Background: an optimization exercise with open tools, aiming at small area. Do not read the settings as production practice.
Function was checked by simulation only, so behaviour that the tests miss may differ from the original.
The clock port is modelled as an ideal driver; clocking choices that lean on that would not hold on a real chip.
Power figures rest on the tool's default switching activity, not on a simulated workload.

--- standard.sh ---
#!/bin/bash
# synth_recipe.tcl (not shown) runs the flow's synth.tcl, then flattens the netlist and writes it again
# the make line also repeats each setting of config.mk as NAME=value (left out here)
make -C /OpenROAD-flow-scripts/flow DESIGN_CONFIG=/design/flow/config.mk WORK_HOME=/design/flow/orfs CLKGATE_MAP_FILE= SYNTH_SCRIPT=/design/flow/synth_recipe.tcl "${@:-finish}"
--- config.mk ---
export PLATFORM = sky130hd
export DESIGN_NAME = bms_frame_codec
export DESIGN_NICKNAME = bms_frame_codec
export VERILOG_FILES = /design/flow/design.v
export SDC_FILE = /design/flow/constraint.sdc
export NUM_CORES = 4
export LEC_CHECK = 0
export CAP_MARGIN = 20
export CORE_MARGIN = 2
export CORE_UTILIZATION = 65
export SLEW_MARGIN = 20
--- flow/run.sh ---
#!/bin/bash
# Standard ORFS layout (the standard.sh), with two changes:
#  - clock tree: clkbuf_16 buffers, clusters of at most 24 sinks within 60 um,
#    and no dummy loads;
#  - port buffers: buf_1 cells.
set -euo pipefail
bash standard.sh \
  "CTS_ARGS=-sink_clustering_enable -repair_clock_nets -dont_use_dummy_load -sink_clustering_size 24 -sink_clustering_max_diameter 60 -buf_list sky130_fd_sc_hd__clkbuf_16" \
  "BUFFER_PORTS_ARGS=-buffer_cell sky130_fd_sc_hd__buf_1" \
  finish > flow_make.log 2>&1
--- design.v ---
module bms_crc8_step (
    input  wire [7:0] crc_in,
    input  wire [7:0] data_in,
    output reg  [7:0] crc_out
);
    integer i;
    reg [7:0] a;
    always @(*) begin
        a = crc_in ^ data_in;
        for (i = 0; i < 8; i = i + 1) begin
            if (a[7])
                a = {a[6:0], 1'b0} ^ 8'h07;
            else
                a = {a[6:0], 1'b0};
        end
        crc_out = a;
    end
endmodule
module bms_frame_codec (
    input  wire        clk,
    input  wire        rst,
    input  wire        op_valid,
    output wire        op_ready,
    input  wire [7:0]  op_code,
    input  wire [31:0] op_arg,
    input  wire        hin_valid,
    output wire        hin_ready,
    input  wire [7:0]  hin_data,
    output wire        res_valid,
    input  wire        res_ready,
    output wire [3:0]  res_code,
    output wire [31:0] res_data,
    output wire        hout_valid,
    input  wire        hout_ready,
    output wire [7:0]  hout_data,
    output wire        tx_valid,
    input  wire        tx_ready,
    output wire [7:0]  tx_data,
    input  wire        rx_valid,
    output wire        rx_ready,
    input  wire        rx_tmo,
    input  wire [7:0]  rx_data
);
    localparam [3:0] S_IDLE    = 4'd0;
    localparam [3:0] S_TX_HDR  = 4'd1;      
    localparam [3:0] S_TX_PAY  = 4'd2;      
    localparam [3:0] S_RX_PRE  = 4'd3;      
    localparam [3:0] S_RX_SYNC = 4'd4;      
    localparam [3:0] S_RX_HDR  = 4'd5;      
    localparam [3:0] S_RX_PAY  = 4'd6;      
    localparam [3:0] S_RES     = 4'd7;      
    localparam [3:0] S_RESP    = 4'd8;      
    localparam [3:0] S_POUT    = 4'd9;      
    localparam [1:0] X_OK = 2'd0, X_NP = 2'd1, X_BI = 2'd2, X_BO = 2'd3;
    reg [3:0]  st;
    reg [1:0]  xc;
    reg [31:0] h;         
    reg [7:0]  cnt;
    reg [7:0]  crc_acc;
    reg [7:0]  crc_w;
    reg [7:0]  ph;        
    reg        hv;
    reg [2039:0] ring;    
    wire [7:0] len = h[31:24];
    wire       at_len = (cnt == len);
    wire       aligned = (ph == cnt);
    wire in_rx = (st == S_RX_PRE) || (st == S_RX_SYNC) || (st == S_RX_HDR) || (st == S_RX_PAY);
    reg [7:0] tx_b;
    always @(*) begin
        if (st == S_TX_PAY)
            tx_b = at_len ? crc_w : hin_data;
        else
            tx_b = cnt[3] ? h[7:0] : (cnt[2:0] == 3'd7) ? 8'hF0 : 8'h55;
    end
    assign op_ready   = (st == S_IDLE);
    assign tx_valid   = (st == S_TX_HDR) || ((st == S_TX_PAY) && (at_len || hin_valid));
    assign tx_data    = tx_b;
    assign hin_ready  = (st == S_TX_PAY) && !at_len && tx_ready;
    assign rx_ready   = in_rx && (st != S_RX_PAY || at_len || aligned);
    assign res_valid  = (st == S_RES) || (st == S_RESP);
    assign res_code   = {xc[1] & xc[0], 1'b0, xc[1] ^ xc[0], xc[1]};
    assign res_data   = h;
    assign hout_valid = hv;
    assign hout_data  = h[7:0];
    wire tx_take = tx_valid && tx_ready;
    wire rx_take = rx_valid && rx_ready;
    wire wr      = rx_take && !rx_tmo && (st == S_RX_PAY) && !at_len;
    wire [7:0] crc_acc_next, crc_w_next;
    bms_crc8_step u_crc_acc (.crc_in(crc_acc), .data_in(op_arg[7:0]), .crc_out(crc_acc_next));
    bms_crc8_step u_crc_w   (.crc_in(crc_w),   .data_in(in_rx ? rx_data : tx_b), .crc_out(crc_w_next));
    always @(posedge clk) begin
        ring <= {ring[2031:0], ring[2039:2032]};
        if (wr)
            ring[15:8] <= rx_data;
    end
    always @(posedge clk) begin
        if (rst || ph == 8'd254)
            ph <= 8'd0;
        else
            ph <= ph + 8'd1;
    end
    always @(posedge clk) begin
        if (rst) begin
            st      <= S_IDLE;
            crc_acc <= 8'h00;
            hv      <= 1'b0;
        end else begin
            case (st)
            S_IDLE: if (op_valid) begin
                cnt   <= 8'd3;
                crc_w <= 8'h00;
                xc    <= X_OK;
                st    <= S_RES;
                case (op_code)
                8'h00: begin
                    crc_acc <= 8'h00;
                    h       <= 32'd0;
                end
                8'h01: begin
                    crc_acc <= crc_acc_next;
                    h       <= {24'd0, crc_acc_next};
                end
                8'h03: begin
                    h <= op_arg;
                    if (op_arg[6:0] != 7'd0) begin
                        xc <= X_BI;
                        h  <= {24'd0, op_arg[7:0]};
                    end else begin
                        st <= S_TX_HDR;
                    end
                end
                8'h04: st <= S_RX_PRE;
                default: begin
                    xc <= X_BO;
                    h  <= {24'd0, op_code};
                end
                endcase
            end
            S_TX_HDR: if (tx_ready) begin
                cnt <= cnt + 8'd1;
                if (cnt[3]) begin
                    crc_w <= crc_w_next;
                    h     <= {h[7:0], h[31:8]};
                end
                if (cnt[3] && cnt[1:0] == 2'd3) begin
                    cnt <= 8'd0;
                    st  <= S_TX_PAY;
                end
            end
            S_TX_PAY: if (tx_take) begin
                if (at_len) begin
                    h  <= {23'd0, {1'b0, len} + 9'd10};
                    st <= S_RES;
                end else begin
                    crc_w <= crc_w_next;
                    cnt   <= cnt + 8'd1;
                end
            end
            S_RX_PRE, S_RX_SYNC, S_RX_HDR, S_RX_PAY: if (rx_take) begin
                if (rx_tmo) begin
                    xc <= X_NP;
                    h  <= {31'd0, st != S_RX_PRE};
                    st <= S_RES;
                end else begin
                    case (st)
                    S_RX_PRE: if (rx_data == 8'h55) st <= S_RX_SYNC;
                    S_RX_SYNC: begin
                        cnt <= 8'd0;
                        if (rx_data == 8'hF0) begin
                            st <= S_RX_HDR;
                        end else if (rx_data != 8'h55) begin
                            xc <= X_NP;
                            h  <= 32'd2;
                            st <= S_RES;
                        end
                    end
                    S_RX_HDR: begin
                        h     <= {rx_data, h[31:16], h[15], 7'd0};
                        crc_w <= crc_w_next;
                        cnt   <= cnt + 8'd1;
                        if (cnt[1:0] == 2'd3) begin
                            cnt <= 8'd0;
                            st  <= S_RX_PAY;
                        end
                    end
                    default: begin  
                        if (at_len) begin
                            cnt <= 8'd0;
                            if (rx_data == crc_w) begin
                                st <= S_RESP;
                            end else begin
                                xc <= X_NP;
                                h  <= 32'd3;
                                st <= S_RES;
                            end
                        end else begin
                            crc_w <= crc_w_next;
                            cnt   <= cnt + 8'd1;
                        end
                    end
                    endcase
                end
            end
            S_RES: if (res_ready) st <= S_IDLE;
            S_RESP: if (res_ready) st <= S_POUT;
            default: begin  
                if ((!hv || hout_ready) && at_len) begin
                    hv <= 1'b0;
                    st <= S_IDLE;
                end else if ((!hv || hout_ready) && aligned) begin
                    h[7:0] <= ring[7:0];
                    hv     <= 1'b1;
                    cnt    <= cnt + 8'd1;
                end else if (hout_ready) begin
                    hv <= 1'b0;
                end
            end
            endcase
        end
    end
endmodule
--- constraint.sdc ---
create_clock -name core_clock -period 10.0 [get_ports {clk}]
set_input_delay 2.0000 -clock core_clock [delete_from_list [all_inputs] [get_ports {clk}]]
set_output_delay 2.0000 -clock core_clock [all_outputs]
set_load 0.01 [all_outputs]
==> flow_summary.toml, run 1 <==
[status]
status = "finished clean"

[sta]
finalHoldViolCount = 0
slew_violations = 0
max_freq_mhz = 189
fin_skew_ns = 0.0862
final.setup.tns_ns = 0
period_share = 0.530
worst_slack_ns = 4.70
rsz0062_at_grt = "no"
worst_slew_pin_slew_ns = 1.03
setup_violations = 0
period_minus_slack_ns = 5.30
whs_ns = 0.289
max_slew_margin = 0.311

[power_and_ir_drop]
p_leak_nw = 19.8
p_total_w = 0.0141
ir_drop_mv = 0.246
power.density_nw_per_um2 = 280

[global_route]
antenna_found_initial = 3
grt_pass1_vias = 20400
grt_pass1_wl_um = 128000
track_usage = 0.229
overflow = 0
grt_max_degree = 28

[critical_path]
cp.required_ns = 8.00
max_stage_delay_ns = 0.91
startpoint_type = "flip-flop"
path_cells = "xnor2_1 > nand4_1 > or2_1 > o31ai_1 > nor2_1 > buf_1"
crit_type = "flip-flop to primary output"
crit_fanout = 22
end_kind = "primary output"
cp_data_arrival_time_ns = 3.30
cp_slowest_cell = "edfxtp_1"

[finish]
fin_area_um2 = 50400
regArea_um2 = 42800
synthToLayoutAreaGrowth_pct = 8.76
nNetsFinal = 2930
fillers = 3949
layout-drive-gt1-share = 0.0508
multiInputGateArea_um2 = 3300

[floorplanning]
chipHeight_um = 271
die_w_um = 271
dieArea_um2 = 73500
core_area_um2 = 70300
rows = 97
pin_count = 123
initial_core_util = 0.660

[placement]
place_congestion = 0.868
place.detailed.hpwl_um = 40300
post_dp_cell_area_um2 = 47800
dpl_worst_slack_ns = 5.35
io_buffers = 121

[logic_synthesis]
avgSynthCellArea_um2 = 17.3
yosys_warnings = 2
async_reset_ff_frac = 0
yosysSeqAreaShare = 0.922
ys_top_cells_by_area = "dfxtp_1, edfxtp_1, xnor2_1"
synth-edff-count = 50
synth_flop_cell = "dfxtp_1"
syn_inst = 2676
yosys.area.top_type = "dfxtp_1"
yosysUniqueCellTypes = 71
yosysTopAreaCellShare = 0.890
synth_area_um2 = 46400
synth-seq-cells = 2111
synth_fp_nets = 2748

[cts]
cts_hold_buf = 0
clock_latency_ns = 0.66
clockRootBuffer = "clkbuf_16"
postCtsSetupBuffers = 0
h-tree-depth = 3
cts_resized = 0
cts_tree = "done"
cts.path.max_buffers = 3
clk_pin_slew_ns = 0.10
cts_made_buffers = 104
cts.sinks = 2111

[routing]
drt_iter0_drc = 1190
via_count = 18500
drt_wl_total_um = 81500
antenna_left = 0
viasPerCell = 4.86
drt-pass1-iter-count = 7
drc = 0
wl_per_cell_um = 21.5

[run]
maxCapViolCount = 0

[min_path]
hp-class = "flip-flop to flip-flop"
[cell type report]
cell class,instances,area share
Tap cell,940,0.0233
Sequential cell,2111,0.848
Antenna cell,1,0.0000496
Inverter,19,0.00141
Timing Repair Buffer,130,0.0103
Clock buffer,104,0.0516
Multi-Input combinational cell,492,0.0654
[registers in the layout (all words and copies together), names as in the netlist]
name / flops
xc: 2
hv: 1
ph: 8
cnt: 8
st: 4
ring: 2040
crc_acc: 8
crc_w: 8
h: 32
[final timing paths]
kind,from,slack (ns),endpoint,depth (start not counted)
max,cnt[3],4.70,tx_data[5],6
min,ring[1103],0.29,ring[1111],0
max reg2reg,cnt[3],6.18,crc_w[5],8
min reg2reg,ring[1103],0.29,ring[1111],0
[where the power goes]
| part | total, W | switching [W] | leakage (nW) | internal (W) |
|---|---|---|---|---|
| combinational | 0.00107 | 0.000657 | 1.42 | 0.000414 |
| sequential | 0.00877 | 0.000188 | 17.1 | 0.00858 |
| clock | 0.00430 | 0.00244 | 1.28 | 0.00185 |
| total | 0.0141 | 0.00329 | 19.8 | 0.0108 |
[cells by family (layout without fill, tap and decap cells)]
family | after synthesis | in the layout | share of synthesized area
other | 1 | 2 | 0.0000809
adder cells (fa/ha/maj) | 7 | 7 | 0.00189
multiplexers | 16 | 16 | 0.00378
AO/OA/AOI/OAI | 186 | 186 | 0.0282
XOR/XNOR | 77 | 77 | 0.0149
AND/OR/NAND/NOR | 205 | 205 | 0.0218
buffers and inverters | 73 | 253 | 0.00720
flip-flops | 2111 | 2111 | 0.922
[synth_stat cells, types with 18 or more instances]
cell type  instances
nor3_1            19
clkbuf_1          33
xor2_1            27
xnor2_1           48
o21ai_0           39
a22o_1            23
dfxtp_1         2061
inv_1             18
edfxtp_1          50
nand2_1           49
nor2_1            66
a21oi_1           35
[placed cells by master (no fill, tap or decap), types with 23 or more instances in the layout]
master,n
xnor2_1,48
clkbuf_16,104
nand2_1,49
a21oi_1,35
buf_1,121
edfxtp_1,50
o21ai_0,38
nor2_1,65
a22o_1,23
dfxtp_1,2061
xor2_1,27
[through the flow]
stage          cells   util
6_report        3797  0.718
4_1_cts         3796  0.718
5_1_grt         3796  0.718
3_5_place_dp    3692  0.681
3_3_place_gp    3692  0.680
2_1_floorplan   2676      -
[metal layers]
layer	share of wire	track usage	up-vias
met3	0.041	0.0353	107
li1	-	-	8871
met1	0.45	0.318	9054
met2	0.49	0.382	431
met5	0	0	-
met4	0.017	0.0523	0
[critical path, delay by kind of cell (launching register included)]
family | cells | cell delay (ns)
buf+inv | 1 | 0.15
xor+xnor | 1 | 0.19
flops | 1 | 0.91
compound gates | 1 | 0.43
simple gates | 3 | 1.03
==> run 2, diff against run 1 <==
==> flow/run.sh (replaced) <==
#!/bin/bash
# Standard ORFS layout (the standard.sh), with two changes:
#  - clock tree: clkbuf_8 buffers, clusters of at most 12 sinks within 40 um,
#    and no dummy loads;
#  - port buffers: buf_1 cells.
set -euo pipefail
bash standard.sh \
  "CTS_ARGS=-sink_clustering_enable -repair_clock_nets -dont_use_dummy_load -sink_clustering_size 12 -sink_clustering_max_diameter 40 -buf_list sky130_fd_sc_hd__clkbuf_8" \
  "BUFFER_PORTS_ARGS=-buffer_cell sky130_fd_sc_hd__buf_1" \
  finish > flow_make.log 2>&1
==> run 2 against run 1 <==
Wire length is 7.0% lower. Hold slack worse by 0.033 ns. Critical path depth is the same. Fmax is 2.9% lower. Sequential share of layout area decreased by 0.37 points. Clock skew grew 0.015 ns. Register-to-register slack about the same. Flip-flop and latch count unchanged. Clock-buffer cell count is 101 higher.
==> flow_summary.toml, run 2 <==
[finish]
final_common_cell = "dfxtp_1"
top_regs = "ring (2040), h (32)"
nNetsFinal = 3031
top_register = "ring"
synthToLayoutAreaGrowth_pct = 9.23
layout-drive-gt1-share = 0.0832
fin_area_um2 = 50700
largest_reg_flops = 2040
fillers = 3852
final_cell_mix = "dfxtp_1, clkbuf_8, buf_1"

[routing]
via_count = 18600
drt_iter0_drc = 962
drt-pass1-iter-count = 5
drt_wl_total_um = 75900
antenna_left = 0
drc = 0
viasPerCell = 4.78
wl_per_cell_um = 19.5

[logic_synthesis]
yosysSeqAreaShare = 0.922
yosysUniqueCellTypes = 71
synth-edff-count = 50
synth_fp_nets = 2748
avgSynthCellArea_um2 = 17.3
yosys.area.top_type = "dfxtp_1"
yosysTopAreaCellShare = 0.890
synthTopCellsByCount = "dfxtp_1, nor2_1, edfxtp_1"
synth_area_um2 = 46400
synth-seq-cells = 2111
syn_inst = 2676
yosys_warnings = 2
ys_top_cells_by_area = "dfxtp_1, edfxtp_1, xnor2_1"
yosys.cell_count.top_type = "dfxtp_1"
async_reset_ff_frac = 0
synth_flop_cell = "dfxtp_1"

[min_path]
hold_start = "ring[1639]"
hold_depth = 0
hp-class = "flip-flop to flip-flop"
holdPathEnd = "ring[1647]"

[sta]
worst_slew_pin_slew_ns = 1.03
max_freq_mhz = 183
max_slew_margin = 0.309
final.setup.tns_ns = 0
finalHoldViolCount = 0
period_minus_slack_ns = 5.45
period_share = 0.545
setup_violations = 0
fin_skew_ns = 0.102
slew_violations = 0
rsz0062_at_grt = "no"
worst_slack_ns = 4.55

[floorplanning]
chipHeight_um = 271
rows = 97
pin_count = 123
initial_core_util = 0.660
core_area_um2 = 70300
die_w_um = 271
dieArea_um2 = 73500

[placement]
dpl_worst_slack_ns = 5.35
place.detailed.hpwl_um = 40300
post_dp_cell_area_um2 = 47800
place_congestion = 0.868
io_buffers = 121

[status]
status = "finished clean"

[global_route]
track_usage = 0.216
grt_pass1_wl_um = 122000
grt_max_degree = 28
overflow = 0
antenna_found_initial = 2
grt_pass1_vias = 20800

[cts]
clk_pin_slew_ns = 0.08
clockRootBuffer = "clkbuf_8"
cts_resized = 0
h-tree-depth = 4
cts_hold_buf = 0
cts_tree = "done"
cts.sinks = 2111
cts_made_buffers = 205
clock_latency_ns = 0.85
postCtsSetupBuffers = 0
cts.path.max_buffers = 3

[critical_path]
worstRegToRegCells = 7
cp_data_arrival_time_ns = 3.45
end_kind = "primary output"
crit_fanout = 22
cp.required_ns = 8.00
rr_endpoint = "h[0]"
startpoint_type = "flip-flop"
crit_type = "flip-flop to primary output"
rr_startpoint = "cnt[3]"
r2r_slack_ns = 6.17

[power_and_ir_drop]
ir_drop_mv = 0.190
power.density_nw_per_um2 = 279
p_leak_nw = 20.0

[run]
maxCapViolCount = 0
==> run 2: cell counts after synthesis <==
No cell type changed its count.
==> run 2: worst max path at each step <==
stage	to	from	depth (start not counted)	slack (ns)
after floorplan	tx_data[7]	hin_data[7]	4	5.61
final	tx_data[5]	cnt[3]	6	4.55
after detailed placement	tx_data[5]	cnt[3]	6	5.35
after CTS	tx_data[5]	cnt[3]	6	4.49
after global placement	tx_data[5]	hin_data[5]	6	5.36
after global routing	tx_data[5]	cnt[3]	6	4.37
==> run 2: power by group <==
group / switching, W / leakage (nW) / internal [W] / total, W
clock network: 0.00249 / 1.47 / 0.00181 / 0.00430
registers: 0.000185 / 17.1 / 0.00858 / 0.00877
logic: 0.000644 / 1.42 / 0.000414 / 0.00106
total: 0.00332 / 20.0 / 0.0108 / 0.0141
==> run 2: critical path, stage by stage (launching register included) <==
cell and delay [ns]:
edfxtp_1 0.90, xnor2_1 0.19, nand4_1 0.25, or2_1 0.68, o31ai_1 0.42, nor2_1 0.10
buf_1 0.15
==> run 2: kinds of logic after synthesis <==
kind of cell | after synthesis | synth area share
buffers and inverters | 73 | 0.00720
muxes | 16 | 0.00378
and+or+nand+nor | 205 | 0.0218
xor gates and xnor gates | 77 | 0.0149
AOI/OAI and AO/OA | 186 | 0.0282
adders and majority gates | 7 | 0.00189
other | 1 | 0.0000809
DFF | 2111 | 0.922
==> run 2: stage by stage <==
step	util	hold slack [ns]	total power [W]	cells
5_1_grt	0.721	0.255	0.0147	3898
6_report	0.721	0.256	0.0141	3898
4_1_cts	0.721	0.251	0.0143	3897
3_5_place_dp	0.681	0.312	0.0100	3692
2_1_floorplan	-	0.310	0.00963	2676
3_3_place_gp	0.680	0.309	0.0100	3692
==> run 2: cell type report <==
cell class / instances / area [µm²] / area share
Antenna cell: 1 / 2.50 / 0.0000494
Tap cell: 940 / 1180 / 0.0232
Inverter: 19 / 71.3 / 0.00141
Multi-Input combinational cell: 492 / 3300 / 0.0651
Timing Repair Buffer: 130 / 522 / 0.0103
Clock buffer: 205 / 2820 / 0.0557
Sequential cell: 2111 / 42800 / 0.844
==> run 2: per-layer routing <==
| metal | track usage | up-vias | share of wire |
|---|---|---|---|
| met1 | 0.294 | 8946 | 0.46 |
| met2 | 0.345 | 494 | 0.47 |
| met4 | 0.0752 | 0 | 0.021 |
| met3 | 0.0484 | 140 | 0.048 |
| met5 | 0 | - | 0 |
| li1 | - | 9069 | - |
==> run 3, diff against run 2 <==
==> flow/run.sh (replaced) <==
#!/bin/bash
# Standard ORFS layout (the standard.sh), with two changes:
#  - clock tree: clkbuf_16 buffers, clusters of at most 28 sinks within 60 um,
#    and no dummy loads;
#  - port buffers: buf_1 cells.
set -euo pipefail
bash standard.sh \
  "CTS_ARGS=-sink_clustering_enable -repair_clock_nets -dont_use_dummy_load -sink_clustering_size 28 -sink_clustering_max_diameter 60 -buf_list sky130_fd_sc_hd__clkbuf_16" \
  "BUFFER_PORTS_ARGS=-buffer_cell sky130_fd_sc_hd__buf_1" \
  finish > flow_make.log 2>&1
--- a/config.mk
+++ b/config.mk
@@ -7,5 +7,6 @@
 export LEC_CHECK = 0
 export CAP_MARGIN = 20
 export CORE_MARGIN = 2
-export CORE_UTILIZATION = 65
+export CORE_UTILIZATION = 50
+export PLACE_DENSITY = 0.9
 export SLEW_MARGIN = 20
==> run 3 against run 2 <==
Still clean on timing, DRC and antenna. Non-clock buffer count grew 1. Fmax grew 5.6%. Combinational power is essentially flat. Register-to-register slack gained 0.18 ns. Clock-buffer cell count shrank 112. Final area shrank 0.23%. Critical path type unchanged. Largest power group unchanged.
==> flow_summary.toml, run 3 <==
[status]
status = "finished clean"

[sta]
fin_skew_ns = 0.0579
period_share = 0.516
slew_violations = 0
period_minus_slack_ns = 5.16
setup_violations = 0
worst_slew_pin_slew_ns = 1.16
whs_ns = 0.279
max_freq_mhz = 194
max_slew_margin = 0.224
rsz0062_at_grt = "no"
final.setup.tns_ns = 0
finalHoldViolCount = 0

[logic_synthesis]
ys_top_cells_by_area = "dfxtp_1, edfxtp_1, xnor2_1"
yosysSeqAreaShare = 0.922
yosys.area.top_type = "dfxtp_1"
synth-seq-cells = 2111
yosys.cell_count.top_type = "dfxtp_1"
yosysUniqueCellTypes = 71
synth-edff-count = 50
synth_xor_area_frac = 0.0149
synthMuxAreaShare = 0.00378
async_reset_ff_frac = 0
synthAdderAreaFrac = 0.00189
synth_compound_gate_area_share = 0.0282
synth-simple-area-share = 0.0218
synthTopCellsByCount = "dfxtp_1, nor2_1, edfxtp_1"
synth_fp_nets = 2748
synth_top_family_by_area = "compound AO/OA/AOI/OAI gates"
syn_inst = 2676
synth_area_um2 = 46400
yosys_warnings = 2
synth_flop_cell = "dfxtp_1"
yosysTopAreaCellShare = 0.890
avgSynthCellArea_um2 = 17.3

[finish]
synthToLayoutAreaGrowth_pct = 8.98
layout-drive-gt1-share = 0.0471
nNetsFinal = 2920
top_register = "ring"
top_regs = "ring (2040), h (32)"
fin_area_um2 = 50500
largest_reg_flops = 2040
final_cell_mix = "dfxtp_1, buf_1, clkbuf_16"
final_common_cell = "dfxtp_1"
fillers = 6781
diodes = 0

[cts]
cts_hold_buf = 0
cts_tree = "done"
clk_pin_slew_ns = 0.09
cts.path.max_buffers = 3
clock_latency_ns = 0.65
postCtsSetupBuffers = 0
cts_resized = 0
clockRootBuffer = "clkbuf_16"
cts.sinks = 2111
h-tree-depth = 3
cts_made_buffers = 93

[placement]
place.detailed.hpwl_um = 36400
place_congestion = 0.927
post_dp_cell_area_um2 = 48200
io_buffers = 121

[floorplanning]
rows = 111
chipHeight_um = 309
die_w_um = 309
pin_count = 123
core_area_um2 = 91800
initial_core_util = 0.505
dieArea_um2 = 95200

[critical_path]
end_kind = "primary output"
startpoint_type = "flip-flop"
cp.required_ns = 8.00
cp_data_arrival_time_ns = 3.16
crit_fanout = 22
worstRegToRegCells = 7
crit_type = "flip-flop to primary output"

[routing]
drt_iter0_drc = 1772
antenna_left = 0
drt-pass1-iter-count = 9
wl_per_cell_um = 16.3
drt_wl_total_um = 66700
drc = 0
via_count = 18200
viasPerCell = 4.45

[global_route]
overflow = 0
grt_max_degree = 29
antenna_found_initial = 3
grt_pass1_wl_um = 105000
grt_pass1_vias = 18600
track_usage = 0.141

[power_and_ir_drop]
ir_drop_mv = 0.143
power.density_nw_per_um2 = 273
p_leak_nw = 19.6

[min_path]
hp-class = "flip-flop to flip-flop"
hold_depth = 0

[run]
maxCapViolCount = 0
==> run 3: area by class of cell <==
cell class	count	area, µm²	share of cell area
Clock buffer	93	2330	0.0461
Inverter	19	71.3	0.00141
Multi-Input combinational cell	492	3290	0.0651
Sequential cell	2111	42800	0.846
Tap cell	1243	1560	0.0308
Timing Repair Buffer	131	529	0.0105
==> run 3: report_power, final <==
part	total (W)	internal [W]	switching, W
clock network	0.00397	0.00167	0.00231
registers	0.00876	0.00858	0.000182
logic	0.00105	0.000418	0.000630
==> run 3: critical path, cell delays in order, from the launching register on <==
cell and delay [ns]:
edfxtp_1 0.87, xnor2_1 0.19, nand4_1 0.23, or2_1 0.62, nand2_1 0.18, o21ai_0 0.11, a21oi_1 0.19, buf_1 0.16
==> run 3: stage by stage <==
step           power [W]  std cells  utilization  setup WS [ns]
5_1_grt           0.0143       4089        0.550           4.60
3_5_place_dp     0.00996       3996        0.525           5.32
4_1_cts           0.0139       4089        0.550           4.86
3_3_place_gp     0.00995       3996        0.525           5.35
6_report          0.0138       4089        0.550           4.84
2_1_floorplan    0.00963       2676            -           5.61
==> run 3: cell families (layout without fill, tap and decap cells) <==
| group | after synthesis | after routing |
|---|---|---|
| XOR/XNOR | 77 | 77 |
| multiplexers | 16 | 16 |
| AND/OR/NAND/NOR | 205 | 205 |
| adder cells (fa/ha/maj) | 7 | 7 |
| flip-flops | 2111 | 2111 |
| buffers and inverters | 73 | 243 |
| AO/OA/AOI/OAI | 186 | 186 |
| other | 1 | 1 |
==> run 3: routing by layer <==
layer  part of all wire  vias up  global-route usage
li1                   -     8847                   -
met1               0.47     8606               0.198
met2               0.44      592               0.216
met3              0.059      167              0.0271
met4              0.033        0              0.0575
met5                  0        -                   0
==> run 3: final timing paths <==
check / startpoint / endpoint / slack [ns]
worst min register to register: ring[857] / ring[865] / 0.28
worst max register to register: st[1] / crc_w[0] / 6.35
worst max-delay path: cnt[3] / tx_data[7] / 4.84
worst min-delay path: ring[857] / ring[865] / 0.28
==> run 4, diff against run 3 <==
==> flow/run.sh (replaced) <==
#!/bin/bash
# Standard ORFS layout (the standard.sh), with two changes:
#  - clock tree: clkbuf_16 buffers, clusters of at most 32 sinks within 60 um,
#    and no dummy loads;
#  - port buffers: buf_1 cells.
set -euo pipefail
bash standard.sh \
  "CTS_ARGS=-sink_clustering_enable -repair_clock_nets -dont_use_dummy_load -sink_clustering_size 32 -sink_clustering_max_diameter 60 -buf_list sky130_fd_sc_hd__clkbuf_16" \
  "BUFFER_PORTS_ARGS=-buffer_cell sky130_fd_sc_hd__buf_1" \
  finish > flow_make.log 2>&1
==> run 4 against run 3 <==
Still clean on timing, DRC and antenna. Sequential share of layout area increased by 0.21 points. Clock skew is 0.0087 ns higher. Via count down 0.89%. Register-to-register slack barely moved. Non-clock buffer count stayed put. Setup slack got worse by 0.027 ns. Final cell count decreased by 0.12%. Largest cell class unchanged.
==> flow_summary.toml, run 4 <==
[sta]
max_freq_mhz = 193
slew_violations = 0
setup_violations = 0
period_share = 0.519
period_minus_slack_ns = 5.19
fin_skew_ns = 0.0666
worst_slack_ns = 4.81
final.setup.tns_ns = 0
rsz0062_at_grt = "no"
finalHoldViolCount = 0
worst_slew_pin_slew_ns = 1.19
max_slew_margin = 0.204
whs_ns = 0.250

[logic_synthesis]
synth_flop_cell = "dfxtp_1"
async_reset_ff_frac = 0
yosysSeqAreaShare = 0.922
yosys.cell_count.top_type = "dfxtp_1"
avgSynthCellArea_um2 = 17.3
yosys.area.top_type = "dfxtp_1"
ys_top_cells_by_area = "dfxtp_1, edfxtp_1, xnor2_1"
synthTopCellsByCount = "dfxtp_1, nor2_1, edfxtp_1"
synth_fp_nets = 2748
synth-edff-count = 50
yosysTopAreaCellShare = 0.890
yosysUniqueCellTypes = 71
synth-seq-cells = 2111
syn_inst = 2676
yosys_warnings = 2
synth_area_um2 = 46400

[floorplanning]
core_area_um2 = 91800
rows = 111
die_w_um = 309
dieArea_um2 = 95200
pin_count = 123
chipHeight_um = 309
initial_core_util = 0.505

[routing]
drt_iter0_drc = 1751
wl_per_cell_um = 16.1
drt-pass1-iter-count = 10
viasPerCell = 4.42
via_count = 18100
drc = 0
antenna_left = 0
drt_wl_total_um = 65900

[placement]
dpl_worst_slack_ns = 5.32
place.detailed.hpwl_um = 36400
place_congestion = 0.927
io_buffers = 121
post_dp_cell_area_um2 = 48200

[critical_path]
crit_fanout = 22
crit_type = "flip-flop to primary output"
cp_data_arrival_time_ns = 3.19
cp.required_ns = 8.00
startpoint_type = "flip-flop"
end_kind = "primary output"
r2r_slack_ns = 6.34

[cts]
h-tree-depth = 3
cts_resized = 0
cts_hold_buf = 0
cts.sinks = 2111
cts.path.max_buffers = 3
cts_tree = "done"
clock_latency_ns = 0.65
postCtsSetupBuffers = 0
clockRootBuffer = "clkbuf_16"
cts_made_buffers = 88
clk_pin_slew_ns = 0.10

[finish]
top_register = "ring"
top_regs = "ring (2040), h (32)"
fin_area_um2 = 50400
nNetsFinal = 2915
final_common_cell = "dfxtp_1"
diodes = 0
synthToLayoutAreaGrowth_pct = 8.71
largest_reg_flops = 2040
fillers = 6828
final_cell_mix = "dfxtp_1, buf_1, clkbuf_16"
layout-drive-gt1-share = 0.0454

[global_route]
grt_pass1_vias = 18400
grt_pass1_wl_um = 104000
grt_max_degree = 33
track_usage = 0.138
antenna_found_initial = 1
overflow = 0

[status]
status = "finished clean"

[run]
maxCapViolCount = 0

[power_and_ir_drop]
p_leak_nw = 19.6
power.density_nw_per_um2 = 271
ir_drop_mv = 0.155

[min_path]
hp-class = "flip-flop to flip-flop"
-- run 4: layer usage --
layer / vias up / share of wire / track usage
met3: 140 / 0.057 / 0.0266
met1: 8545 / 0.48 / 0.195
met4: 0 / 0.029 / 0.0556
li1: 8836 / - / -
met2: 529 / 0.44 / 0.212
met5: - / 0 / 0
-- run 4: metrics by stage --
stage	total power, W	cells	utilization
floorplan	0.00963	2676	-
global placement	0.00995	3996	0.525
detailed placement	0.00996	3996	0.525
CTS	0.0137	4084	0.549
global route	0.0141	4084	0.549
finish	0.0137	4084	0.549
-- run 4: path summary, 6_finish.rpt --
path	start	cells after the start	to
worst max-delay path	cnt[3]	7	tx_data[7]
worst min-delay path	ring[994]	0	ring[1002]
worst max register to register	st[1]	7	crc_w[0]
worst min register to register	ring[994]	0	ring[1002]
-- run 4: kinds of logic (layout without fill, tap and decap cells) --
kind of cell	count (synthesis)	in the layout	share of synthesized area
XOR/XNOR	77	77	0.0149
adder cells (fa/ha/maj)	7	7	0.00189
other	1	1	0.0000809
flip-flops	2111	2111	0.922
multiplexers	16	16	0.00378
buffers and inverters	73	238	0.00720
AND/OR/NAND/NOR	205	205	0.0218
AO/OA/AOI/OAI	186	186	0.0282
-- run 4: layout make-up --
class                   instances  area, µm²  area share
well taps                    1243       1560      0.0309
flip-flops and latches       2111      42800       0.848
repair buffers                131        529      0.0105
clock buffers                  88       2200      0.0437
multi-input cells             492       3290      0.0653
inverters                      19       71.3     0.00141
-- run 4: worst max-delay path: stages, from the launching register on --
cell	delay [ns]
edfxtp_1	0.89
xnor2_1	0.19
nand4_1	0.24
or2_1	0.63
nand2_1	0.18
o21ai_0	0.11
a21oi_1	0.19
buf_1	0.16
-- run 4: where the power goes --
| group | internal, W | total, W | switching (W) |
|---|---|---|---|
| logic | 0.000417 | 0.00104 | 0.000627 |
| registers | 0.00858 | 0.00877 | 0.000184 |
| clock network | 0.00158 | 0.00386 | 0.00228 |
| total | 0.0106 | 0.0137 | 0.00309 |
==> run 5, diff against run 4 <==
--- a/design.v
+++ b/design.v
@@ -85,9 +85,10 @@
     wire tx_take = tx_valid && tx_ready;
     wire rx_take = rx_valid && rx_ready;
     wire wr      = rx_take && !rx_tmo && (st == S_RX_PAY) && !at_len;
-    wire [7:0] crc_acc_next, crc_w_next;
-    bms_crc8_step u_crc_acc (.crc_in(crc_acc), .data_in(op_arg[7:0]), .crc_out(crc_acc_next));
-    bms_crc8_step u_crc_w   (.crc_in(crc_w),   .data_in(in_rx ? rx_data : tx_b), .crc_out(crc_w_next));
+    wire [7:0] crc_x = (st == S_IDLE) ? (crc_acc ^ op_arg[7:0]) : (crc_w ^ (in_rx ? rx_data : tx_b));
+    wire [7:0] crc_next;
+    bms_crc8_step u_crc (.crc_in(crc_x), .data_in(8'h00), .crc_out(crc_next));
+    wire [7:0] crc_acc_next = crc_next, crc_w_next = crc_next;
     always @(posedge clk) begin
         ring <= {ring[2031:0], ring[2039:2032]};
         if (wr)
@@ -186,7 +187,7 @@
                     default: begin  
                         if (at_len) begin
                             cnt <= 8'd0;
-                            if (rx_data == crc_w) begin
+                            if (crc_w_next == 8'h00) begin
                                 st <= S_RESP;
                             end else begin
                                 xc <= X_NP;
==> flow/run.sh (replaced) <==
#!/bin/bash
# Standard ORFS layout (the standard.sh), with these changes:
#  - port buffers: buf_1 cells;
#  - clock tree: clkbuf_16 buffers, no dummy loads, and the sink clustering
#    picked from a few candidates: after placement each candidate tree is
#    built on the placed design, and the one adding the least area whose
#    worst flip-flop clock-pin slew (placement parasitics) is at most
#    SLEW_CAP ns is used for the real clock tree.
set -euo pipefail
BUF="BUFFER_PORTS_ARGS=-buffer_cell sky130_fd_sc_hd__buf_1"
BASE="-sink_clustering_enable -repair_clock_nets -dont_use_dummy_load -buf_list sky130_fd_sc_hd__clkbuf_16"
SLEW_CAP=0.118
RES=orfs/results/$FLOW_PLATFORM/bms_frame_codec/base

bash standard.sh "$BUF" place > flow_place.log 2>&1

CANDS=("-sink_clustering_size 34 -sink_clustering_max_diameter 80"
       "-sink_clustering_size 32 -sink_clustering_max_diameter 80"
       "-sink_clustering_size 32 -sink_clustering_max_diameter 60"
       "-sink_clustering_size 30 -sink_clustering_max_diameter 80"
       "-sink_clustering_size 28 -sink_clustering_max_diameter 100"
       "-sink_clustering_size 24 -sink_clustering_max_diameter 60")
pids=()
for i in "${!CANDS[@]}"; do
  TRIAL_DB=$RES/3_place.odb TRIAL_SDC=$RES/3_place.sdc TRIAL_CTS_ARGS="$BASE ${CANDS[$i]}" \
    openroad -no_init -threads 1 -exit flow/cts_trial.tcl > flow_cts_trial_$i.log 2>&1 &
  pids+=($!)
  if (( ${#pids[@]} >= NUM_CORES )); then wait "${pids[0]}" || true; pids=("${pids[@]:1}"); fi
done
wait || true

best=""; best_area=""
for i in "${!CANDS[@]}"; do
  r=$(grep -h "^TRIAL_RESULT" flow_cts_trial_$i.log | tail -1 || true)
  [[ -z "$r" ]] && continue
  area=$(echo "$r" | awk '{print $2}'); slew=$(echo "$r" | awk '{print $3}')
  echo "candidate $i: ${CANDS[$i]} area $area slew $slew" >> flow_cts_pick.log
  if awk -v s="$slew" -v c="$SLEW_CAP" 'BEGIN{exit !(s <= c)}'; then
    if [[ -z "$best" ]] || awk -v a="$area" -v b="$best_area" 'BEGIN{exit !(a < b)}'; then
      best=$i; best_area=$area
    fi
  fi
done
[[ -z "$best" ]] && best=$(( ${#CANDS[@]} - 1 ))
echo "picked $best: ${CANDS[$best]}" >> flow_cts_pick.log

bash standard.sh "$BUF" "CTS_ARGS=$BASE ${CANDS[$best]}" finish > flow_make.log 2>&1
==> flow/cts_trial.tcl (new file) <==
# Trial clock tree on the placed design. Prints the cell area the tree adds
# and the worst flip-flop clock-pin slew under placement parasitics.
set P $::env(FLOW_HOME)/platforms/$::env(FLOW_PLATFORM)
read_liberty $P/lib/sky130_fd_sc_hd__tt_025C_1v80.lib
read_db $::env(TRIAL_DB)
read_sdc $::env(TRIAL_SDC)
source $P/setRC.tcl
proc cell_area {} {
  set a 0
  foreach inst [[ord::get_db_block] getInsts] {
    set m [$inst getMaster]
    set a [expr {$a + [$m getWidth] * [$m getHeight] / 1e6}]
  }
  return $a
}
set a0 [cell_area]
clock_tree_synthesis {*}$::env(TRIAL_CTS_ARGS)
set a1 [cell_area]
detailed_placement
estimate_parasitics -placement
set worst 0
foreach pin [get_pins -hierarchical */CLK] {
  foreach e {rise fall} {
    foreach a {max min} {
      set s [get_property $pin slew_${a}_$e]
      if {$s > $worst} { set worst $s }
    }
  }
}
puts "TRIAL_RESULT [format %.1f [expr {$a1 - $a0}]] [format %.4f $worst]"
==> run 5 against run 4 <==
Setup slack got worse by 0.28 ns. Final cell count is 0.71% higher. First-iteration DRC count grew 0.86%. Wire length is 8.9% higher. Flip-flop and latch count stayed put. Global-route usage rose by 1.1 points. Register-to-register slack worse by 1.5 ns. Power grew 2.5%. Die area is 0.50% higher. Clock-buffer cell count decreased by 9.
==> flow_summary.toml, run 5 <==
[status]
status = "finished clean"

[finish]
layout-drive-gt1-share = 0.0464
instances_no_fill = 4113
nNetsFinal = 2944
fillers = 6904
regArea_um2 = 42800
top_register = "ring"
multiInputGateArea_um2 = 3510
synthToLayoutAreaGrowth_pct = 8.26
largest_reg_flops = 2040
top_regs = "ring (2040), h (32)"
final_cell_mix = "dfxtp_1, buf_1, clkbuf_16"
final_common_cell = "dfxtp_1"

[sta]
setup_violations = 0
max_slew_margin = 0.274
finalHoldViolCount = 0
max_freq_mhz = 183
slew_violations = 0
final.setup.tns_ns = 0
period_share = 0.548
fin_skew_ns = 0.0722
rsz0062_at_grt = "no"
worst_slew_pin_slew_ns = 1.08
period_minus_slack_ns = 5.48

[power_and_ir_drop]
comb_power_share = 0.108
switching_share = 0.246
p_leak_nw = 19.6
ir_drop_mv = 0.136
p_sw_w = 0.00345
power.density_nw_per_um2 = 278
p_int_w = 0.0106
pwr-share-seq = 0.629
clkPwrFrac = 0.264

[logic_synthesis]
yosys.cell_count.top_type = "dfxtp_1"
yosysUniqueCellTypes = 85
avgSynthCellArea_um2 = 17.2
synth_fp_nets = 2780
yosys.area.top_type = "dfxtp_1"
yosys_warnings = 2
yosysSeqAreaShare = 0.918
synth_flop_cell = "dfxtp_1"
synth-edff-count = 50
syn_inst = 2707
async_reset_ff_frac = 0
yosysTopAreaCellShare = 0.885
ys_top_cells_by_area = "dfxtp_1, edfxtp_1, xor2_1"
synth-seq-cells = 2111
synthTopCellsByCount = "dfxtp_1, nand2_1, nor2_1"
synth_area_um2 = 46600

[routing]
drt_wl_total_um = 71700
drc = 0
wl_per_cell_um = 17.4
antenna_left = 0
viasPerCell = 4.50
drt_iter0_drc = 1766
drt-pass1-iter-count = 6
via_count = 18500

[cts]
cts_tree = "done"
cts_made_buffers = 79
cts_hold_buf = 0
postCtsSetupBuffers = 0
cts.sinks = 2111
clk_pin_slew_ns = 0.11
clock_latency_ns = 0.66
cts_resized = 0

[placement]
place_congestion = 0.945
place.detailed.hpwl_um = 42400
placedCellCount = 4033
io_buffers = 121

[critical_path]
cp_data_arrival_time_ns = 3.48
max_stage_delay_ns = 0.92
crit_type = "flip-flop to primary output"
startpoint_type = "flip-flop"
critPathMostFrequentCell = "a21oi_1"
crit_fanout = 24
cp_slowest_cell = "nor4_1"
cp.required_ns = 8.00
path_cells = "xor2_1 > nor4_1 > nand2_1 > buf_4 > a21oi_1 > o21ai_0 > a21oi_1 > buf_1"
end_kind = "primary output"

[global_route]
grt_max_degree = 33
track_usage = 0.149
grt_pass1_vias = 18500
antenna_found_initial = 9
grt_pass1_wl_um = 109000
overflow = 0

[floorplanning]
dieArea_um2 = 95700
die_w_um = 309
rows = 111
pin_count = 123
core_area_um2 = 92100
initial_core_util = 0.506
chipHeight_um = 309

[min_path]
hp-class = "flip-flop to flip-flop"

[run]
maxCapViolCount = 0
[run 5: cell count changes in the layout (fill, tap and decap cells not counted), sizes merged, moves of 9 or more]
cell / before / now
nand2: 49 / 62
a21oi: 35 / 45
nand3: 15 / 29
clkbuf: 88 / 79
xnor2: 49 / 20
[run 5: worst paths after layout]
check | from | end | slack [ns] | cells past startpoint
setup reg to reg | cnt[0] | h[24] | 4.80 | 14
setup / recovery | cnt[0] | rx_ready | 4.52 | 8
hold / removal | ring[1693] | ring[1701] | 0.26 | 0
hold reg to reg | ring[1693] | ring[1701] | 0.26 | 0
[run 5: metal layers]
metal | up-vias | track usage | share of wire
met5 | - | 0 | 0.000028
met1 | 8728 | 0.219 | 0.49
li1 | 9010 | - | -
met2 | 608 | 0.218 | 0.41
met4 | 2 | 0.0475 | 0.029
met3 | 147 | 0.0354 | 0.069
[run 5: layout make-up]
type | count | share of cell area
multi-input combinational | 521 | 0.0696
sequential | 2111 | 0.848
clock buffer | 79 | 0.0392
inverter | 23 | 0.00171
antenna | 1 | 0.0000496
tap | 1243 | 0.0308
timing repair buffer | 135 | 0.0111
[run 5: cell families after synthesis]
logic type / Yosys count / share of synthesized area
muxes: 17 / 0.00403
other: 1 / 0.0000805
adders and majority gates: 8 / 0.00215
xor gates and xnor gates: 54 / 0.0105
AOI/OAI and AO/OA: 211 / 0.0331
DFF: 2111 / 0.918
buffers and inverters: 75 / 0.00776
and+or+nand+nor: 230 / 0.0248
[run 5: through the flow]
step | hold WS (ns) | util | setup WS (ns) | power (W) | cell area [µm²]
final | 0.260 | 0.548 | 4.52 | 0.0140 | 50500
after global routing | 0.264 | 0.548 | 4.46 | 0.0145 | 50500
after CTS | 0.267 | 0.548 | 4.59 | 0.0141 | 50400
after detailed placement | 0.312 | 0.526 | 4.04 | 0.0105 | 48500
after global placement | 0.311 | 0.526 | 4.19 | 0.0104 | 48500
after floorplan | 0.310 | - | 5.03 | 0.00994 | 46600
[run 5: power by group through the flow]
stage / Clock [W] / Combinational [W] / Sequential, W
5_1_grt: 0.00406 / 0.00163 / 0.00882
3_5_place_dp: 0 / 0.00147 / 0.00899
6_report: 0.00370 / 0.00151 / 0.00881
2_1_floorplan: 0 / 0.00105 / 0.00889
4_1_cts: 0.00379 / 0.00148 / 0.00880
3_3_place_gp: 0 / 0.00146 / 0.00898
[run 5: worst max-delay path, delay by kind of cell, from the launching register on]
family	cells	cell delay (ns)
AOI/OAI and AO/OA	3	0.62
xor gates and xnor gates	1	0.20
buffers and inverters	2	0.46
DFF	1	0.51
and+or+nand+nor	2	1.04
==> run 6, diff against run 5 <==
--- a/flow/run.sh
+++ b/flow/run.sh
@@ -5,7 +5,9 @@
 #    picked from a few candidates: after placement each candidate tree is
 #    built on the placed design, and the one adding the least area whose
 #    worst flip-flop clock-pin slew (placement parasitics) is at most
-#    SLEW_CAP ns is used for the real clock tree.
+#    SLEW_CAP ns is used for the real clock tree;
+#  - after global routing, cells on paths with positive slack are downsized
+#    (RECOVER_POWER=100).
 set -euo pipefail
 BUF="BUFFER_PORTS_ARGS=-buffer_cell sky130_fd_sc_hd__buf_1"
 BASE="-sink_clustering_enable -repair_clock_nets -dont_use_dummy_load -buf_list sky130_fd_sc_hd__clkbuf_16"
@@ -44,4 +46,4 @@
 [[ -z "$best" ]] && best=$(( ${#CANDS[@]} - 1 ))
 echo "picked $best: ${CANDS[$best]}" >> flow_cts_pick.log
 
-bash standard.sh "$BUF" "CTS_ARGS=$BASE ${CANDS[$best]}" finish > flow_make.log 2>&1
+bash standard.sh "$BUF" "CTS_ARGS=$BASE ${CANDS[$best]}" RECOVER_POWER=100 finish > flow_make.log 2>&1
==> run 6 against run 5 <==
The layout now fails its checks (capacitance limit, slew limit). Clock-buffer cell count unchanged. Wire length shrank 0.14%. Clock power is essentially flat. Sequential power is essentially flat. First-iteration DRC count up 3.3%. Synthesized cell count stayed put. Hold slack improved by 0.0032 ns. Flip-flop and latch count stayed put. Via count shrank 0.19%. Sequential share of layout area up 0.15 points. Register-to-register slack worse by 1.0 ns. Final area decreased by 0.18%.
==> flow_summary.toml, run 6 <==
[min_path]
hold_start = "ring[1693]"
holdPathEnd = "ring[1701]"
hp-class = "flip-flop to flip-flop"
hold_depth = 0

[sta]
setup_violations = 0
fin_skew_ns = 0.0754
whs_ns = 0.263
rsz0062_at_grt = "no"
max_freq_mhz = 160
finalHoldViolCount = 0
final.setup.tns_ns = 0
max_slew_margin = -0.961
worst_slew_pin_slew_ns = 2.92
slew_violations = 9
period_share = 0.625
period_minus_slack_ns = 6.25

[logic_synthesis]
yosysSeqAreaShare = 0.918
yosys.cell_count.top_type = "dfxtp_1"
synth_flop_cell = "dfxtp_1"
yosys.area.top_type = "dfxtp_1"
avgSynthCellArea_um2 = 17.2
yosysUniqueCellTypes = 85
ys_top_cells_by_area = "dfxtp_1, edfxtp_1, xor2_1"
yosys_warnings = 2
async_reset_ff_frac = 0
synth_fp_nets = 2780
synth-seq-cells = 2111
synth-edff-count = 50
yosysTopAreaCellShare = 0.885
syn_inst = 2707
synthTopCellsByCount = "dfxtp_1, nand2_1, nor2_1"
synth_area_um2 = 46600

[floorplanning]
rows = 111
chipHeight_um = 309
die_w_um = 309
core_area_um2 = 92100
pin_count = 123
dieArea_um2 = 95700
initial_core_util = 0.506

[global_route]
overflow = 0
grt_pass1_vias = 18500
track_usage = 0.149
grt_max_degree = 33
antenna_found_initial = 9
grt_pass1_wl_um = 109000

[finish]
layout-drive-gt1-share = 0.0380
largest_reg_flops = 2040
instances_no_fill = 4114
top_regs = "ring (2040), h (32)"
top_register = "ring"
nNetsFinal = 2944
final_cell_mix = "dfxtp_1, buf_1, clkbuf_16"
fillers = 6923
final_common_cell = "dfxtp_1"
synthToLayoutAreaGrowth_pct = 8.07

[critical_path]
end_kind = "flip-flop"
cp_data_arrival_time_ns = 6.32
crit_type = "flip-flop to flip-flop"
max_stage_delay_ns = 0.92
cp_slowest_cell = "nor4_1"
rr_startpoint = "cnt[0]"
cp.required_ns = 10.07
rr_endpoint = "h[24]"
path_cells = "xor2_1 > nor4_1 > nand2_1 > clkbuf_1 > a2bb2o_1 > and3_1 > o31ai_1 > xor2_1 > inv_1 > ha_1 > o311ai_0 > mux2_1 > o31ai_1 > nand2_1"
r2r_slack_ns = 3.75
worstRegToRegCells = 14
crit_fanout = 24
startpoint_type = "flip-flop"

[routing]
drt_wl_total_um = 71600
antenna_left = 0
via_count = 18500
drt_iter0_drc = 1825
wl_per_cell_um = 17.4
drt-pass1-iter-count = 7
drc = 0
viasPerCell = 4.49

[status]
so.violations = "capacitance limit, slew limit"
status = "complete, but fails checks"

[cts]
cts_tree = "done"
cts_hold_buf = 0
clk_pin_slew_ns = 0.11
cts.sinks = 2111
cts_made_buffers = 79
postCtsSetupBuffers = 0
cts_resized = 0
clock_latency_ns = 0.67

[placement]
place_congestion = 0.945
place.detailed.hpwl_um = 42400
io_buffers = 121
placedCellCount = 4033

[power_and_ir_drop]
p_leak_nw = 19.6
ir_drop_mv = 0.136
power.density_nw_per_um2 = 277

[run]
maxCapViolCount = 1
## run 6: cell counts after synthesis
No cell type changed its count.
## run 6: where the power goes
| part | leakage [nW] | internal, W | switching [W] |
|---|---|---|---|
| combinational | 1.55 | 0.000498 | 0.000961 |
| clock | 0.974 | 0.00143 | 0.00227 |
| sequential | 17.1 | 0.00861 | 0.000197 |
## run 6: worst max-delay path by stage
| stage | slack [ns] | depth (start not counted) | endpoint | from |
|---|---|---|---|---|
| detailed placement | 4.04 | 14 | h[8] | rx_data[6] |
| global placement | 4.19 | 14 | h[16] | rx_data[6] |
| global route | 3.49 | 13 | h[24] | st[2] |
| floorplan | 5.03 | 11 | h[10] | rx_data[7] |
| CTS | 4.59 | 7 | tx_data[7] | cnt[0] |
| finish | 3.75 | 14 | h[24] | cnt[0] |
## run 6: cell type report
class,count,area (µm²),area share
inverters,23,86.3,0.00171
flip-flops and latches,2111,42800,0.849
repair buffers,135,541,0.0107
well taps,1243,1560,0.0309
clock buffers,79,1980,0.0393
multi-input cells,521,3440,0.0682
diodes,2,5.00,0.0000994
## run 6: metal layers
layer	global-route usage	routed length, µm	vias up
met2	0.218	29500	575
met4	0.0475	2070	0
met3	0.0354	4940	138
li1	-	-	9009
met5	0	0	-
met1	0.219	35100	8737
## run 6: worst max-delay path, delay by kind of cell, from the launching register on
| family | cells | cell delay (ns) |
|---|---|---|
| buffers and inverters | 2 | 0.65 |
| multiplexers | 1 | 0.40 |
| AO/OA/AOI/OAI | 4 | 1.47 |
| XOR/XNOR | 2 | 0.48 |
| adder cells (fa/ha/maj) | 1 | 0.16 |
| flip-flops | 1 | 0.51 |
| AND/OR/NAND/NOR | 4 | 1.99 |
## run 6: logic make-up after synthesis
logic type	share of synthesized area
muxes	0.00403
other	0.0000805
xor gates and xnor gates	0.0105
AOI/OAI and AO/OA	0.0331
DFF	0.918
adders and majority gates	0.00215
and+or+nand+nor	0.0248
buffers and inverters	0.00776
## run 6: stage by stage
step / area, µm² / util / worst slack [ns] / power [W]
final: 50400 / 0.547 / 3.75 / 0.0140
after global routing: 50400 / 0.547 / 3.49 / 0.0145
after CTS: 50400 / 0.548 / 4.59 / 0.0141
after detailed placement: 48500 / 0.526 / 4.04 / 0.0105
after global placement: 48500 / 0.526 / 4.19 / 0.0104
after floorplan: 46600 / - / 5.03 / 0.00994
==> run 7, diff against run 6 <==
--- a/design.v
+++ b/design.v
@@ -51,6 +51,7 @@
     localparam [3:0] S_RES     = 4'd7;      
     localparam [3:0] S_RESP    = 4'd8;      
     localparam [3:0] S_POUT    = 4'd9;      
+    localparam [3:0] S_POUTF   = 4'd10;     
     localparam [1:0] X_OK = 2'd0, X_NP = 2'd1, X_BI = 2'd2, X_BO = 2'd3;
     reg [3:0]  st;
     reg [1:0]  xc;
@@ -59,7 +60,6 @@
     reg [7:0]  crc_acc;
     reg [7:0]  crc_w;
     reg [7:0]  ph;        
-    reg        hv;
     reg [2039:0] ring;    
     wire [7:0] len = h[31:24];
     wire       at_len = (cnt == len);
@@ -80,15 +80,14 @@
     assign res_valid  = (st == S_RES) || (st == S_RESP);
     assign res_code   = {xc[1] & xc[0], 1'b0, xc[1] ^ xc[0], xc[1]};
     assign res_data   = h;
-    assign hout_valid = hv;
+    assign hout_valid = (st == S_POUTF);
     assign hout_data  = h[7:0];
     wire tx_take = tx_valid && tx_ready;
     wire rx_take = rx_valid && rx_ready;
     wire wr      = rx_take && !rx_tmo && (st == S_RX_PAY) && !at_len;
-    wire [7:0] crc_x = (st == S_IDLE) ? (crc_acc ^ op_arg[7:0]) : (crc_w ^ (in_rx ? rx_data : tx_b));
-    wire [7:0] crc_next;
-    bms_crc8_step u_crc (.crc_in(crc_x), .data_in(8'h00), .crc_out(crc_next));
-    wire [7:0] crc_acc_next = crc_next, crc_w_next = crc_next;
+    wire [7:0] crc_acc_next, crc_w_next;
+    bms_crc8_step u_crc_acc (.crc_in(crc_acc), .data_in(op_arg[7:0]), .crc_out(crc_acc_next));
+    bms_crc8_step u_crc_w   (.crc_in(crc_w),   .data_in(in_rx ? rx_data : tx_b), .crc_out(crc_w_next));
     always @(posedge clk) begin
         ring <= {ring[2031:0], ring[2039:2032]};
         if (wr)
@@ -104,7 +103,6 @@
         if (rst) begin
             st      <= S_IDLE;
             crc_acc <= 8'h00;
-            hv      <= 1'b0;
         end else begin
             case (st)
             S_IDLE: if (op_valid) begin
@@ -187,7 +185,7 @@
                     default: begin  
                         if (at_len) begin
                             cnt <= 8'd0;
-                            if (crc_w_next == 8'h00) begin
+                            if (rx_data == crc_w) begin
                                 st <= S_RESP;
                             end else begin
                                 xc <= X_NP;
@@ -205,15 +203,16 @@
             S_RES: if (res_ready) st <= S_IDLE;
             S_RESP: if (res_ready) st <= S_POUT;
             default: begin  
-                if ((!hv || hout_ready) && at_len) begin
-                    hv <= 1'b0;
-                    st <= S_IDLE;
-                end else if ((!hv || hout_ready) && aligned) begin
-                    h[7:0] <= ring[7:0];
-                    hv     <= 1'b1;
-                    cnt    <= cnt + 8'd1;
-                end else if (hout_ready) begin
-                    hv <= 1'b0;
+                if (st == S_POUT || hout_ready) begin
+                    if (at_len) begin
+                        st <= S_IDLE;
+                    end else if (aligned) begin
+                        h[7:0] <= ring[7:0];
+                        st     <= S_POUTF;
+                        cnt    <= cnt + 8'd1;
+                    end else begin
+                        st <= S_POUT;
+                    end
                 end
             end
             endcase
--- a/flow/run.sh
+++ b/flow/run.sh
@@ -5,9 +5,7 @@
 #    picked from a few candidates: after placement each candidate tree is
 #    built on the placed design, and the one adding the least area whose
 #    worst flip-flop clock-pin slew (placement parasitics) is at most
-#    SLEW_CAP ns is used for the real clock tree;
-#  - after global routing, cells on paths with positive slack are downsized
-#    (RECOVER_POWER=100).
+#    SLEW_CAP ns is used for the real clock tree.
 set -euo pipefail
 BUF="BUFFER_PORTS_ARGS=-buffer_cell sky130_fd_sc_hd__buf_1"
 BASE="-sink_clustering_enable -repair_clock_nets -dont_use_dummy_load -buf_list sky130_fd_sc_hd__clkbuf_16"
@@ -46,4 +44,4 @@
 [[ -z "$best" ]] && best=$(( ${#CANDS[@]} - 1 ))
 echo "picked $best: ${CANDS[$best]}" >> flow_cts_pick.log
 
-bash standard.sh "$BUF" "CTS_ARGS=$BASE ${CANDS[$best]}" RECOVER_POWER=100 finish > flow_make.log 2>&1
+bash standard.sh "$BUF" "CTS_ARGS=$BASE ${CANDS[$best]}" finish > flow_make.log 2>&1
==> run 7 against run 6 <==
Final cell count shrank 2.2%. Area after synthesis shrank 0.70%. Largest cell class unchanged. Now clean on timing, DRC and antenna. Setup slack improved by 0.68 ns. Wire length fell by 11%. Highest routed layer unchanged. Register-to-register slack better by 1.8 ns.
==> flow_summary.toml, run 7 <==
[status]
status = "finished clean"

[finish]
synthToLayoutAreaGrowth_pct = 8.02
final_cell_mix = "dfxtp_1, buf_1, clkbuf_16"
regArea_um2 = 42700
final_common_cell = "dfxtp_1"
multiInputGateArea_um2 = 3210
largest_reg_flops = 2040
fin_area_um2 = 50000
fillers = 6899
top_register = "ring"
layout-drive-gt1-share = 0.0384
nNetsFinal = 2909
top_regs = "ring (2040), h (32)"

[sta]
worst_slack_ns = 4.43
fin_skew_ns = 0.0610
max_slew_margin = 0.358
final.setup.tns_ns = 0
period_minus_slack_ns = 5.57
period_share = 0.557
slew_violations = 0
max_freq_mhz = 180
setup_violations = 0
worst_slew_pin_slew_ns = 0.961
rsz0062_at_grt = "no"
finalHoldViolCount = 0

[cts]
cts.sinks = 2110
clock_latency_ns = 0.64
cts_resized = 0
cts_hold_buf = 0
cts_tree = "done"
postCtsSetupBuffers = 0
cts_made_buffers = 78
clk_pin_slew_ns = 0.11

[logic_synthesis]
avgSynthCellArea_um2 = 17.3
synth-edff-count = 50
synth_flop_cell = "dfxtp_1"
synth_fp_nets = 2748
yosysTopAreaCellShare = 0.891
syn_inst = 2676
yosys_warnings = 2
yosysSeqAreaShare = 0.924
synth_area_um2 = 46300
synthTopCellsByCount = "dfxtp_1, nor2_1, nand2_1"
synth-seq-cells = 2110
async_reset_ff_frac = 0
yosysUniqueCellTypes = 69
yosys.cell_count.top_type = "dfxtp_1"
yosys.area.top_type = "dfxtp_1"
ys_top_cells_by_area = "dfxtp_1, edfxtp_1, xor2_1"

[floorplanning]
chipHeight_um = 308
die_w_um = 308
pin_count = 123
initial_core_util = 0.505
dieArea_um2 = 95000
core_area_um2 = 91700
rows = 111

[placement]
io_buffers = 121
dpl_worst_slack_ns = 5.22
post_dp_cell_area_um2 = 48000
place_congestion = 0.926
place.detailed.hpwl_um = 35200

[critical_path]
cp-endpoint = "tx_data[5]"
crit_path_start = "cnt[3]"
startpoint_type = "flip-flop"
cp_data_arrival_time_ns = 3.57
rr_startpoint = "cnt[3]"
crit_fanout = 19
worstRegToRegCells = 8
critical_path_depth = 7
crit_type = "flip-flop to primary output"
cp.required_ns = 8.00
path_cells = "xnor2_1 > nand4_1 > nor2_1 > nand2_1 > nand3_1 > and2_1 > buf_1"
end_kind = "primary output"
cp_num_buf_inv = 1
cp_slowest_cell = "nor2_1"
r2r_slack_ns = 5.55
max_stage_delay_ns = 0.87
rr_endpoint = "crc_w[5]"
cp_top_family = "simple AND/OR/NAND/NOR gates"

[power_and_ir_drop]
comb_power_share = 0.081
p_sw_w = 0.00309
power.density_nw_per_um2 = 270
pwr-share-seq = 0.648
ir_drop_mv = 0.128
p_leak_nw = 19.5
switching_share = 0.229
p_int_w = 0.0104
clkPwrFrac = 0.271

[global_route]
grt_pass1_wl_um = 103000
track_usage = 0.136
grt_pass1_vias = 18300
antenna_found_initial = 1
grt_max_degree = 33
overflow = 0

[routing]
drt_iter0_drc = 1775
drc = 0
drt-pass1-iter-count = 8
drt_wl_total_um = 64000
antenna_left = 0
viasPerCell = 4.43
via_count = 17800
wl_per_cell_um = 15.9

[min_path]
hp-class = "flip-flop to flip-flop"

[run]
maxCapViolCount = 0
run 7: cells by family after synthesis:
family | synth area share
AO/OA/AOI/OAI | 0.0257
buffers and inverters | 0.00706
other | 0.0000810
multiplexers | 0.00216
AND/OR/NAND/NOR | 0.0235
flip-flops | 0.924
XOR/XNOR | 0.0161
adder cells (fa/ha/maj) | 0.00189
run 7: power groups by stage:
stage                     clock network, W  logic (W)  registers (W)
final                              0.00366    0.00109        0.00875
after global routing               0.00403    0.00118        0.00877
after CTS                          0.00376    0.00107        0.00875
after detailed placement                 0    0.00106        0.00894
after global placement                   0    0.00105        0.00893
after floorplan                          0   0.000804        0.00887
run 7: worst min path at each step:
| stage | start | to | cells after the start |
|---|---|---|---|
| 3_5_place_dp | ring[1007] | ring[1015] | 0 |
| 4_1_cts | ring[2009] | ring[2017] | 0 |
| 3_3_place_gp | ring[453] | ring[461] | 0 |
| 6_report | ring[2009] | ring[2017] | 0 |
| 5_1_grt | ring[2009] | ring[2017] | 0 |
| 2_1_floorplan | ring[2032] | ring[0] | 0 |
run 7: through the flow:
| stage | hold slack, ns | util | power [W] | instances |
|---|---|---|---|---|
| after detailed placement | 0.312 | 0.524 | 0.0100 | 3943 |
| after CTS | 0.278 | 0.545 | 0.0136 | 4021 |
| after floorplan | 0.310 | - | 0.00967 | 2676 |
| after global placement | 0.311 | 0.524 | 0.00998 | 3943 |
| final | 0.275 | 0.545 | 0.0135 | 4022 |
| after global routing | 0.286 | 0.545 | 0.0140 | 4021 |
run 7: metal layers:
layer	global-route usage	routed length (µm)	part of all wire
met3	0.0271	3760	0.059
met2	0.205	27200	0.43
met5	0	0	0
met1	0.192	30700	0.48
met4	0.0588	2300	0.036
run 7: cell type report:
class / instances / area share
inverters: 22 / 0.00165
repair buffers: 129 / 0.0103
diodes: 1 / 0.0000501
clock buffers: 78 / 0.0390
well taps: 1186 / 0.0297
flip-flops and latches: 2110 / 0.855
multi-input cells: 496 / 0.0643
run 7: worst reg2reg max path, delay by kind of cell, from the launching register on:
family / cells / cell delay (ns)
AOI/OAI and AO/OA: 2 / 0.51
xor gates and xnor gates: 1 / 0.21
DFF: 1 / 0.85
and+or+nand+nor: 5 / 2.52

-- afterwards: timing with drivers on the ports --
Ports are ideal in the flow. The routed layouts listed here were re-timed in OpenROAD.
Step 1: set_driving_cell puts a clkbuf_16 on clk and a buf_2 on each other input, an assumption about the parent block.
Step 2 moves the port delays by t, midway between the first and last clock arrival at a register: inputs arrive t later, outputs are due t later. That takes back most of the time a late clock gives input paths.
Slacks: ideal ports / drivers / drivers and shift; pairs: ideal ports / drivers.
run	t, ns	setup WS [ns]	worst setup path after step 2	clock arrival spread, ns
run 1	0.698	4.703 / 4.636 / 5.330	input to output	0.119 / 0.119
run 2	0.863	4.546 / 4.489 / 5.322	input to register	0.164 / 0.163
run 3	0.687	4.837 / 4.772 / 5.287	input to output	0.062 / 0.062
run 4	0.686	4.809 / 4.743 / 5.284	input to output	0.071 / 0.071
run 5	0.681	4.525 / 4.462 / 4.227	input to register	0.092 / 0.091
run 6	0.682	3.754 / 3.747 / 3.568	input to register	0.094 / 0.093
run 7	0.677	4.433 / 4.368 / 5.031	input to output	0.073 / 0.072
The setup slack of run 5, which loses most, moves by -0.063 ns with the drivers and by -0.298 ns with both steps.
